This design comes from an exercise in tuning for small area, a short achievable clock period and few clock cycles per item on the open sky130 flow, not from production work. Function was checked by simulation only, so behaviour that the tests miss may differ from the original.

## run H
Design hpsdr_telem, start of the top module:
module hpsdr_telem (
    input  wire        clk,
    input  wire        rst,
    input  wire        in_valid,
    output wire        in_ready,
    input  wire [7:0]  in_c0,
    input  wire [31:0] in_data,
    output wire        out_valid,
    input  wire        out_ready,
    output reg  [2:0]  out_kind,
    output reg  [2:0]  out_keys,
    output reg  [31:0] out_a,
    output reg  [31:0] out_b
);
==> module hpsdr_telem, before the edit <==
module hpsdr_telem (
    input  wire        clk,
    input  wire        rst,
    input  wire        in_valid,
    output wire        in_ready,
    input  wire [7:0]  in_c0,
    input  wire [31:0] in_data,
    output wire        out_valid,
    input  wire        out_ready,
    output reg  [2:0]  out_kind,
    output reg  [2:0]  out_keys,
    output reg  [31:0] out_a,
    output reg  [31:0] out_b
);
    localparam [2:0] K_INFO   = 3'd0;
    localparam [2:0] K_FWD    = 3'd1;
    localparam [2:0] K_REV    = 3'd2;
    localparam [2:0] K_SUPPLY = 3'd3;
    localparam [2:0] K_ADC    = 3'd4;
    localparam [2:0] K_RAW    = 3'd5;
    localparam [2:0] K_REV0   = 3'd6;    
    reg v1, v2a, v2, v3;
    reg nv3;             
    reg skid_full;
    reg rdy;             
    wire en   = nv3 | out_ready;
    wire take = in_valid & ~skid_full;
    assign in_ready  = rdy;
    assign out_valid = v3;
    reg [2:0] in_kind;
    always @(*) begin
        case (in_c0[7:3])
            5'd0:    in_kind = K_INFO;
            5'd1:    in_kind = K_FWD;
            5'd2:    in_kind = K_REV;
            5'd3:    in_kind = K_SUPPLY;
            5'd4:    in_kind = K_ADC;
            default: in_kind = K_RAW;
        endcase
    end
    reg [2:0]  sk_kind;
    reg [2:0]  sk_keys;
    reg [31:0] sk_data;
    reg        v0;
    reg [2:0]  s_kind;
    reg [2:0]  s_keys;
    reg [31:0] s_data;
    wire [15:0] s_hi   = s_data[31:16];
    wire [15:0] s_lo   = s_data[15:0];
    wire [19:0] u_hi = {1'b0, s_hi, 3'b0} + {3'b0, s_hi, 1'b0} + {4'b0, s_hi} - 20'd110;
    wire [19:0] u_lo = {1'b0, s_lo, 3'b0} + {3'b0, s_lo, 1'b0} + {4'b0, s_lo};
    wire        s_rev = (s_kind == K_REV);
    wire        s_fwd = (s_kind == K_FWD);
    wire        s_sup = (s_kind == K_SUPPLY);
    wire        s_oth = ~(s_rev | s_fwd | s_sup);
    wire [19:0] s_ub  = ({20{s_rev}} & u_hi) | ({20{s_fwd}} & u_lo);
    wire [19:0] s_us  = ({20{s_sup}} & u_lo) | ({20{s_oth}} & {4'd0, s_lo});
    reg [2:0]  r1_kind, r2a_kind, r2_kind;
    reg [2:0]  r1_keys, r2a_keys, r2_keys;
    reg [15:0] r1_h, r2a_h, r2_h;
    reg [39:0] r2a_ra, r2a_rb;
    reg        r2a_fc;
    reg [19:0] r1_ub, r1_us;
    reg        r1_gs;
    reg [39:0] r2_t;
    reg        r2_selq_a, r2_selq_b;    
    wire [39:0] ra, rb;
    wire        fc;
    hpsdr_s2 u_s2 (.ub(r1_ub), .us(r1_us), .gs(r1_gs), .ra(ra), .rb(rb), .fc(fc));
    wire        conv1 = (r1_kind == K_FWD) | (r1_kind == K_REV) | (r1_kind == K_REV0) |
                        (r1_kind == K_SUPPLY);
    wire [39:0] ra_m = {conv1 ? ra[39:32] : r1_us[15:8], ra[31:0]};
    wire [39:0] rb_m = {conv1 ? rb[39:32] : r1_us[7:0],  rb[31:0]};
    wire        conv = (r2a_kind == K_FWD) | (r2a_kind == K_REV) | (r2a_kind == K_REV0) |
                       (r2a_kind == K_SUPPLY);
    wire [39:0] t;
    hpsdr_cpa40 u_cpa (.ra(r2a_ra), .rb(r2a_rb), .fc(r2a_fc), .t(t));
    wire [30:0] qb;
    hpsdr_bridge u_br (.t(r2_t), .q(qb));
    wire [7:0] c1 = r2_h[15:8];
    wire [7:0] c2 = r2_h[7:0];
    wire [7:0] c3 = r2_t[15:8];
    wire [7:0] c4 = r2_t[7:0];
    function [8:0] ver(input [7:0] v);
        reg [7:0] q, r;
        begin
            q = v / 8'd10;
            r = v % 8'd10;
            ver = {q[4:0], r[3:0]};
        end
    endfunction
    reg [2:0]  k_n;
    reg [31:0] a_r, b_r;
    always @(*) begin
        k_n = r2_kind;
        a_r = 32'd0;
        b_r = 32'd0;
        case (r2_kind)
            K_INFO:   begin a_r = {25'd0, c1[6:0]};
                            b_r = {5'd0, ver(c2), ver(c3), ver(c4)}; end
            K_FWD:    a_r = {16'd0, r2_h};
            K_REV:    b_r = {16'd0, r2_h};
            K_REV0:   begin b_r = {16'd0, r2_h}; k_n = K_REV; end
            K_SUPPLY: begin a_r = {16'd0, r2_h}; b_r = {7'd0, r2_t[24:0]}; end
            K_ADC:    begin a_r = {28'd0, c4[0], c3[0], c2[0], c1[0]};
                            b_r = {4'd0, c4[7:1], c3[7:1], c2[7:1], c1[7:1]}; end
            default:  a_r = {r2_h, r2_t[15:0]};
        endcase
    end
    wire [31:0] a_n, b_n;
    hpsdr_aor u_aor_a (.r(a_r), .s(r2_selq_a), .q({1'b0, qb}), .y(a_n));
    hpsdr_aor u_aor_b (.r(b_r), .s(r2_selq_b), .q({1'b0, qb}), .y(b_n));
    always @(posedge clk) begin
        if (rst) begin
            v0 <= 1'b0;
            v1 <= 1'b0;
            v2a <= 1'b0;
            v2 <= 1'b0;
            v3 <= 1'b0;
            nv3 <= 1'b1;
            skid_full <= 1'b0;
            rdy <= 1'b1;
        end else if (en) begin
            v0 <= skid_full | take;
            v1 <= v0;
            v2a <= v1;
            v2 <= v2a;
            v3 <= v2;
            nv3 <= ~v2;
            skid_full <= 1'b0;
            rdy <= 1'b1;
        end else if (take) begin
            skid_full <= 1'b1;
            rdy <= 1'b0;
        end
    end
    always @(posedge clk) begin
        if (~skid_full) begin
            sk_kind <= in_kind;
            sk_keys <= in_c0[2:0];
            sk_data <= in_data;
        end
        if (en) begin
            s_kind  <= skid_full ? sk_kind : in_kind;
            s_keys  <= skid_full ? sk_keys : in_c0[2:0];
            s_data  <= skid_full ? sk_data : in_data;
            r1_kind <= (s_rev && s_hi <= 16'd10) ? K_REV0 : s_kind;
            r1_keys <= s_keys;
            r1_h    <= s_rev ? s_lo : s_hi;
            r1_ub   <= s_ub;
            r1_us   <= s_us;
            r1_gs   <= s_sup;
            r2a_kind <= r1_kind;
            r2a_keys <= r1_keys;
            r2a_h    <= r1_h;
            r2a_ra   <= ra_m;
            r2a_rb   <= rb_m;
            r2a_fc   <= fc;
            r2_kind <= r2a_kind;
            r2_selq_a <= (r2a_kind == K_REV);
            r2_selq_b <= (r2a_kind == K_FWD);
            r2_keys <= r2a_keys;
            r2_h    <= r2a_h;
            r2_t    <= {t[39:16], conv ? t[15:0] : {r2a_ra[39:32], r2a_rb[39:32]}};
            out_kind <= k_n;
            out_keys <= r2_keys;
            out_a    <= a_n;
            out_b    <= b_n;
        end
    end
endmodule
==> flow/config.mk <==
export PLATFORM = sky130hd
export DESIGN_NAME = hpsdr_telem
export DESIGN_NICKNAME = hpsdr_telem
export VERILOG_FILES = /design/flow/design.v
export SDC_FILE = /design/flow/constraint.sdc
export NUM_CORES = 4
export LEC_CHECK = 0
export CAP_MARGIN = 20
export CORE_MARGIN = 2
export CORE_UTILIZATION = 40
export SLEW_MARGIN = 20
export SYNTH_HIERARCHICAL = 1
==> flow/constraint.sdc <==
create_clock -name core_clock -period 12.0 [get_ports {clk}]
set_input_delay 2.4000 -clock core_clock [delete_from_list [all_inputs] [get_ports {clk}]]
set_output_delay 2.4000 -clock core_clock [all_outputs]
set_load 0.01 [all_outputs]
standard.sh (not shown) runs the stock make flow with config.mk's settings and CLKGATE_MAP_FILE= SYNTH_SCRIPT=/design/flow/synth_recipe.tcl, a recipe that flattens the netlist after the stock synthesis.
==> flow/flow/run.sh <==
#!/bin/bash
set -euo pipefail
bash standard.sh SETUP_SLACK_MARGIN=7.7 finish > standard_flow.log 2>&1
Testbench counts of run H, summed over its fixed seeds: cycles 3,240, items 3,200.
> inputs changed (run H -> run P)
diff --git a/flow/design.v b/flow/design.v
--- a/flow/design.v
+++ b/flow/design.v
@@ -54,6 +54,6 @@
     wire        s_sup = (s_kind == K_SUPPLY);
     wire        s_oth = ~(s_rev | s_fwd | s_sup);
-    wire [19:0] s_ub  = ({20{s_rev}} & u_hi) | ({20{s_fwd}} & u_lo);
-    wire [19:0] s_us  = ({20{s_sup}} & u_lo) | ({20{s_oth}} & {4'd0, s_lo});
+    wire [19:0] s_u   = ({20{s_rev}} & u_hi) | ({20{s_fwd | s_sup}} & u_lo) |
+                        ({20{s_oth}} & {4'd0, s_lo});
     reg [2:0]  r1_kind, r2a_kind, r2_kind;
     reg [2:0]  r1_keys, r2a_keys, r2_keys;
@@ -61,15 +61,17 @@
     reg [39:0] r2a_ra, r2a_rb;
     reg        r2a_fc;
-    reg [19:0] r1_ub, r1_us;
-    reg        r1_gs;
+    reg [19:0] r1_u;
+    reg        r1_gb, r1_gs;    
     reg [39:0] r2_t;
     reg        r2_selq_a, r2_selq_b;    
     wire [39:0] ra, rb;
     wire        fc;
-    hpsdr_s2 u_s2 (.ub(r1_ub), .us(r1_us), .gs(r1_gs), .ra(ra), .rb(rb), .fc(fc));
+    wire [19:0] ub, us;
+    hpsdr_gate u_gate (.u(r1_u), .gb(r1_gb), .gs(r1_gs), .ub(ub), .us(us));
+    hpsdr_s2 u_s2 (.ub(ub), .us(us), .gs(r1_gs), .ra(ra), .rb(rb), .fc(fc));
     wire        conv1 = (r1_kind == K_FWD) | (r1_kind == K_REV) | (r1_kind == K_REV0) |
                         (r1_kind == K_SUPPLY);
-    wire [39:0] ra_m = {conv1 ? ra[39:32] : r1_us[15:8], ra[31:0]};
-    wire [39:0] rb_m = {conv1 ? rb[39:32] : r1_us[7:0],  rb[31:0]};
+    wire [39:0] ra_m = {conv1 ? ra[39:32] : r1_u[15:8], ra[31:0]};
+    wire [39:0] rb_m = {conv1 ? rb[39:32] : r1_u[7:0],  rb[31:0]};
     wire        conv = (r2a_kind == K_FWD) | (r2a_kind == K_REV) | (r2a_kind == K_REV0) |
                        (r2a_kind == K_SUPPLY);
@@ -148,6 +150,6 @@
             r1_keys <= s_keys;
             r1_h    <= s_rev ? s_lo : s_hi;
-            r1_ub   <= s_ub;
-            r1_us   <= s_us;
+            r1_u    <= s_u;
+            r1_gb   <= s_rev | s_fwd;
             r1_gs   <= s_sup;
             r2a_kind <= r1_kind;
@@ -176,4 +178,11 @@
     assign y = r | ({32{s}} & q);
 endmodule
+module hpsdr_gate (u, gb, gs, ub, us);
+    input wire [19:0] u;
+    input wire gb, gs;
+    output wire [19:0] ub, us;
+    assign ub = u & {20{gb}};
+    assign us = u & {20{gs}};
+endmodule
 module hpsdr_fa (a, b, c, s, co);
     input wire a, b, c;
==> results.txt <==
- Looking at final non-filler cell area across both flows, run P is the stronger of the two, with run H trailing.
- Delta (run P minus run H): total routing usage reported by global routing climbed 0.36 points; area share of fa/ha/maj cells after synthesis climbed 0.16 points; area of the die dropped 0.81%.
Testbench counts of run P, summed over its fixed seeds: cycles 3,240, items 3,200.

* * *

Another version of the RTL of hpsdr_telem (not shown whole).
Size in the first run: roughly 2900 cells after synthesis, ~380 flip-flops, roughly 120 I/O pins, about 32000 µm² of cells after synthesis.
==> module hpsdr_telem, before the edit <==
module hpsdr_telem (
    input  wire        clk,
    input  wire        rst,
    input  wire        in_valid,
    output wire        in_ready,
    input  wire [7:0]  in_c0,
    input  wire [31:0] in_data,
    output wire        out_valid,
    input  wire        out_ready,
    output reg  [2:0]  out_kind,
    output reg  [2:0]  out_keys,
    output reg  [31:0] out_a,
    output reg  [31:0] out_b
);
    localparam [2:0] K_INFO   = 3'd0;
    localparam [2:0] K_FWD    = 3'd1;
    localparam [2:0] K_REV    = 3'd2;
    localparam [2:0] K_SUPPLY = 3'd3;
    localparam [2:0] K_ADC    = 3'd4;
    localparam [2:0] K_RAW    = 3'd5;
    localparam [2:0] K_REV0   = 3'd6;    
    reg v1, v2a, v2, v3;
    reg skid_full;
    reg rdy;             
    wire en   = ~v3 | out_ready;
    wire take = in_valid & ~skid_full;
    assign in_ready  = rdy;
    assign out_valid = v3;
    reg [2:0] in_kind;
    always @(*) begin
        case (in_c0[7:3])
            5'd0:    in_kind = K_INFO;
            5'd1:    in_kind = K_FWD;
            5'd2:    in_kind = K_REV;
            5'd3:    in_kind = K_SUPPLY;
            5'd4:    in_kind = K_ADC;
            default: in_kind = K_RAW;
        endcase
    end
    reg [2:0]  sk_kind;
    reg [2:0]  sk_keys;
    reg [31:0] sk_data;
    reg        v0;
    reg [2:0]  s_kind;
    reg [2:0]  s_keys;
    reg [31:0] s_data;
    wire [15:0] s_hi   = s_data[31:16];
    wire [15:0] s_lo   = s_data[15:0];
    wire [19:0] u_hi = {1'b0, s_hi, 3'b0} + {3'b0, s_hi, 1'b0} + {4'b0, s_hi} - 20'd110;
    wire [19:0] u_lo = {1'b0, s_lo, 3'b0} + {3'b0, s_lo, 1'b0} + {4'b0, s_lo};
    wire        s_rev = (s_kind == K_REV);
    wire        s_fwd = (s_kind == K_FWD);
    wire        s_sup = (s_kind == K_SUPPLY);
    wire        s_oth = ~(s_rev | s_fwd | s_sup);
    wire [19:0] s_ub  = ({20{s_rev}} & u_hi) | ({20{s_fwd}} & u_lo);
    wire [19:0] s_us  = ({20{s_sup}} & u_lo) | ({20{s_oth}} & {4'd0, s_lo});
    reg [2:0]  r1_kind, r2a_kind, r2_kind;
    reg [2:0]  r1_keys, r2a_keys, r2_keys;
    reg [15:0] r1_h, r2a_h, r2_h;
    reg [39:0] r2a_ra, r2a_rb;
    reg        r2a_fc;
    reg [19:0] r1_ub, r1_us;
    reg [39:0] r2_t;
    reg        r2_selq_a, r2_selq_b;    
    wire [39:0] ra, rb;
    wire        fc;
    hpsdr_s2 u_s2 (.ub(r1_ub), .us(r1_us), .ra(ra), .rb(rb), .fc(fc));
    wire        conv1 = (r1_kind == K_FWD) | (r1_kind == K_REV) | (r1_kind == K_REV0) |
                        (r1_kind == K_SUPPLY);
    wire [39:0] ra_m = {conv1 ? ra[39:32] : r1_us[15:8], ra[31:0]};
    wire [39:0] rb_m = {conv1 ? rb[39:32] : r1_us[7:0],  rb[31:0]};
    wire        conv = (r2a_kind == K_FWD) | (r2a_kind == K_REV) | (r2a_kind == K_REV0) |
                       (r2a_kind == K_SUPPLY);
    wire [39:0] t;
    hpsdr_cpa40 u_cpa (.ra(r2a_ra), .rb(r2a_rb), .fc(r2a_fc), .t(t));
    wire [30:0] qb;
    hpsdr_bridge u_br (.t(r2_t), .q(qb));
    wire [7:0] c1 = r2_h[15:8];
    wire [7:0] c2 = r2_h[7:0];
    wire [7:0] c3 = r2_t[15:8];
    wire [7:0] c4 = r2_t[7:0];
    function [8:0] ver(input [7:0] v);
        reg [7:0] q, r;
        begin
            q = v / 8'd10;
            r = v % 8'd10;
            ver = {q[4:0], r[3:0]};
        end
    endfunction
    reg [2:0]  k_n;
    reg [31:0] a_r, b_r;
    always @(*) begin
        k_n = r2_kind;
        a_r = 32'd0;
        b_r = 32'd0;
        case (r2_kind)
            K_INFO:   begin a_r = {25'd0, c1[6:0]};
                            b_r = {5'd0, ver(c2), ver(c3), ver(c4)}; end
            K_FWD:    a_r = {16'd0, r2_h};
            K_REV:    b_r = {16'd0, r2_h};
            K_REV0:   begin b_r = {16'd0, r2_h}; k_n = K_REV; end
            K_SUPPLY: begin a_r = {16'd0, r2_h}; b_r = {7'd0, r2_t[24:0]}; end
            K_ADC:    begin a_r = {28'd0, c4[0], c3[0], c2[0], c1[0]};
                            b_r = {4'd0, c4[7:1], c3[7:1], c2[7:1], c1[7:1]}; end
            default:  a_r = {r2_h, r2_t[15:0]};
        endcase
    end
    wire [31:0] a_n, b_n;
    hpsdr_aor u_aor_a (.r(a_r), .s(r2_selq_a), .q({1'b0, qb}), .y(a_n));
    hpsdr_aor u_aor_b (.r(b_r), .s(r2_selq_b), .q({1'b0, qb}), .y(b_n));
    always @(posedge clk) begin
        if (rst) begin
            v0 <= 1'b0;
            v1 <= 1'b0;
            v2a <= 1'b0;
            v2 <= 1'b0;
            v3 <= 1'b0;
            skid_full <= 1'b0;
            rdy <= 1'b1;
        end else if (en) begin
            v0 <= skid_full | take;
            v1 <= v0;
            v2a <= v1;
            v2 <= v2a;
            v3 <= v2;
            skid_full <= 1'b0;
            rdy <= 1'b1;
        end else if (take) begin
            skid_full <= 1'b1;
            rdy <= 1'b0;
        end
    end
    always @(posedge clk) begin
        if (~skid_full) begin
            sk_kind <= in_kind;
            sk_keys <= in_c0[2:0];
            sk_data <= in_data;
        end
        if (en) begin
            s_kind  <= skid_full ? sk_kind : in_kind;
            s_keys  <= skid_full ? sk_keys : in_c0[2:0];
            s_data  <= skid_full ? sk_data : in_data;
            r1_kind <= (s_rev && s_hi <= 16'd10) ? K_REV0 : s_kind;
            r1_keys <= s_keys;
            r1_h    <= s_rev ? s_lo : s_hi;
            r1_ub   <= s_ub;
            r1_us   <= s_us;
            r2a_kind <= r1_kind;
            r2a_keys <= r1_keys;
            r2a_h    <= r1_h;
            r2a_ra   <= ra_m;
            r2a_rb   <= rb_m;
            r2a_fc   <= fc;
            r2_kind <= r2a_kind;
            r2_selq_a <= (r2a_kind == K_REV);
            r2_selq_b <= (r2a_kind == K_FWD);
            r2_keys <= r2a_keys;
            r2_h    <= r2a_h;
            r2_t    <= {t[39:16], conv ? t[15:0] : {r2a_ra[39:32], r2a_rb[39:32]}};
            out_kind <= k_n;
            out_keys <= r2_keys;
            out_a    <= a_n;
            out_b    <= b_n;
        end
    end
endmodule
==> module hpsdr_aor, before the edit <==
module hpsdr_aor (r, s, q, y);
    input wire [31:0] r, q;
    input wire s;
    output wire [31:0] y;
    assign y = r | ({32{s}} & q);
endmodule
Settings: LEC_CHECK=0, CAP_MARGIN=20, CORE_MARGIN=2, CORE_UTILIZATION=40, SLEW_MARGIN=20, SYNTH_HIERARCHICAL=1; clock period 12.0 ns.
Scripts as last shown in full above: flow/flow/run.sh
Testbench counts at the start, summed over its fixed seeds: cycles 3,240, items 3,200.
Edit:
--- a/flow/design.v
+++ b/flow/design.v
@@ -19,14 +19,13 @@
     localparam [2:0] K_ADC    = 3'd4;
     localparam [2:0] K_RAW    = 3'd5;
     localparam [2:0] K_REV0   = 3'd6;    
     reg v1, v2a, v2, v3;
     reg skid_full;
-    reg rdy;             
     wire en   = ~v3 | out_ready;
     wire take = in_valid & ~skid_full;
-    assign in_ready  = rdy;
+    assign in_ready  = ~skid_full;
     assign out_valid = v3;
     reg [2:0] in_kind;
     always @(*) begin
         case (in_c0[7:3])
             5'd0:    in_kind = K_INFO;
@@ -55,22 +54,18 @@
     wire [19:0] s_ub  = ({20{s_rev}} & u_hi) | ({20{s_fwd}} & u_lo);
     wire [19:0] s_us  = ({20{s_sup}} & u_lo) | ({20{s_oth}} & {4'd0, s_lo});
     reg [2:0]  r1_kind, r2a_kind, r2_kind;
     reg [2:0]  r1_keys, r2a_keys, r2_keys;
     reg [15:0] r1_h, r2a_h, r2_h;
+    reg [15:0] r2a_lo;
     reg [39:0] r2a_ra, r2a_rb;
     reg        r2a_fc;
     reg [19:0] r1_ub, r1_us;
     reg [39:0] r2_t;
-    reg        r2_selq_a, r2_selq_b;    
     wire [39:0] ra, rb;
     wire        fc;
     hpsdr_s2 u_s2 (.ub(r1_ub), .us(r1_us), .ra(ra), .rb(rb), .fc(fc));
-    wire        conv1 = (r1_kind == K_FWD) | (r1_kind == K_REV) | (r1_kind == K_REV0) |
-                        (r1_kind == K_SUPPLY);
-    wire [39:0] ra_m = {conv1 ? ra[39:32] : r1_us[15:8], ra[31:0]};
-    wire [39:0] rb_m = {conv1 ? rb[39:32] : r1_us[7:0],  rb[31:0]};
     wire        conv = (r2a_kind == K_FWD) | (r2a_kind == K_REV) | (r2a_kind == K_REV0) |
                        (r2a_kind == K_SUPPLY);
     wire [39:0] t;
     hpsdr_cpa40 u_cpa (.ra(r2a_ra), .rb(r2a_rb), .fc(r2a_fc), .t(t));
     wire [30:0] qb;
@@ -103,33 +98,29 @@
             K_ADC:    begin a_r = {28'd0, c4[0], c3[0], c2[0], c1[0]};
                             b_r = {4'd0, c4[7:1], c3[7:1], c2[7:1], c1[7:1]}; end
             default:  a_r = {r2_h, r2_t[15:0]};
         endcase
     end
-    wire [31:0] a_n, b_n;
-    hpsdr_aor u_aor_a (.r(a_r), .s(r2_selq_a), .q({1'b0, qb}), .y(a_n));
-    hpsdr_aor u_aor_b (.r(b_r), .s(r2_selq_b), .q({1'b0, qb}), .y(b_n));
+    wire [31:0] a_n = a_r | ({32{r2_kind == K_REV}} & {1'b0, qb});
+    wire [31:0] b_n = b_r | ({32{r2_kind == K_FWD}} & {1'b0, qb});
     always @(posedge clk) begin
         if (rst) begin
             v0 <= 1'b0;
             v1 <= 1'b0;
             v2a <= 1'b0;
             v2 <= 1'b0;
             v3 <= 1'b0;
             skid_full <= 1'b0;
-            rdy <= 1'b1;
         end else if (en) begin
             v0 <= skid_full | take;
             v1 <= v0;
             v2a <= v1;
             v2 <= v2a;
             v3 <= v2;
             skid_full <= 1'b0;
-            rdy <= 1'b1;
         end else if (take) begin
             skid_full <= 1'b1;
-            rdy <= 1'b0;
         end
     end
     always @(posedge clk) begin
         if (~skid_full) begin
             sk_kind <= in_kind;
@@ -146,32 +137,25 @@
             r1_ub   <= s_ub;
             r1_us   <= s_us;
             r2a_kind <= r1_kind;
             r2a_keys <= r1_keys;
             r2a_h    <= r1_h;
-            r2a_ra   <= ra_m;
-            r2a_rb   <= rb_m;
+            r2a_lo   <= r1_us[15:0];
+            r2a_ra   <= ra;
+            r2a_rb   <= rb;
             r2a_fc   <= fc;
             r2_kind <= r2a_kind;
-            r2_selq_a <= (r2a_kind == K_REV);
-            r2_selq_b <= (r2a_kind == K_FWD);
             r2_keys <= r2a_keys;
             r2_h    <= r2a_h;
-            r2_t    <= {t[39:16], conv ? t[15:0] : {r2a_ra[39:32], r2a_rb[39:32]}};
+            r2_t    <= {t[39:16], conv ? t[15:0] : r2a_lo};
             out_kind <= k_n;
             out_keys <= r2_keys;
             out_a    <= a_n;
             out_b    <= b_n;
         end
     end
 endmodule
-module hpsdr_aor (r, s, q, y);
-    input wire [31:0] r, q;
-    input wire s;
-    output wire [31:0] y;
-    assign y = r | ({32{s}} & q);
-endmodule
 module hpsdr_fa (a, b, c, s, co);
     input wire a, b, c;
     output wire s, co;
     assign {co, s} = a + b + c;
 endmodule
=>
- critical path depth rises by 1
- via count falls by about 4.3%
- cell count falls by 3.1%
- routed wire length falls by about 5%
- synthesized cell count falls by 4.6%
- global-route usage falls by 0.62 points
- final area falls by about 1%
Testbench counts after the change, summed over its fixed seeds: cycles 3,240, items 3,200.

## static timing again, ports no longer ideal
No port has a modelled driver above. Below, the same layouts with a new extraction and two added sets of constraints. Step 1 assumes that a clkbuf_16 drives the clock port and a buf_2 every other input. Step 2 times the ports against the registers' clock, not the clock port: input delays grow and output delays shrink by t, the midpoint of the rising clock arrivals with the driver on. Slacks: ideal / step 1 / step 2; pairs: ideal / step 1.
| run | t (ns) | setup slack, ns | worst setup path after step 2 | clock arrival spread, ns | slew at the worst register clock pin (ns) |
|---|---|---|---|---|---|
| run H | 0.638 | 7.649 / 7.649 / 7.223 | input to register | 0.068 / 0.068 | 0.06 / 0.06 |
| run P | 0.642 | 7.506 / 7.506 / 7.479 | input to register | 0.038 / 0.038 | 0.07 / 0.07 |
| the first run of note 2 | 0.649 | 7.514 / 7.514 / 7.201 | input to register | 0.040 / 0.041 | 0.07 / 0.07 |
| the second run of note 2 | 0.643 | 7.326 / 7.326 / 7.326 | register to register | 0.053 / 0.054 | 0.07 / 0.07 |
After both steps every run listed still meets setup and hold. The setup slack of run H, which loses most, moves by 0.000 ns with the drivers and by -0.426 ns with both steps.
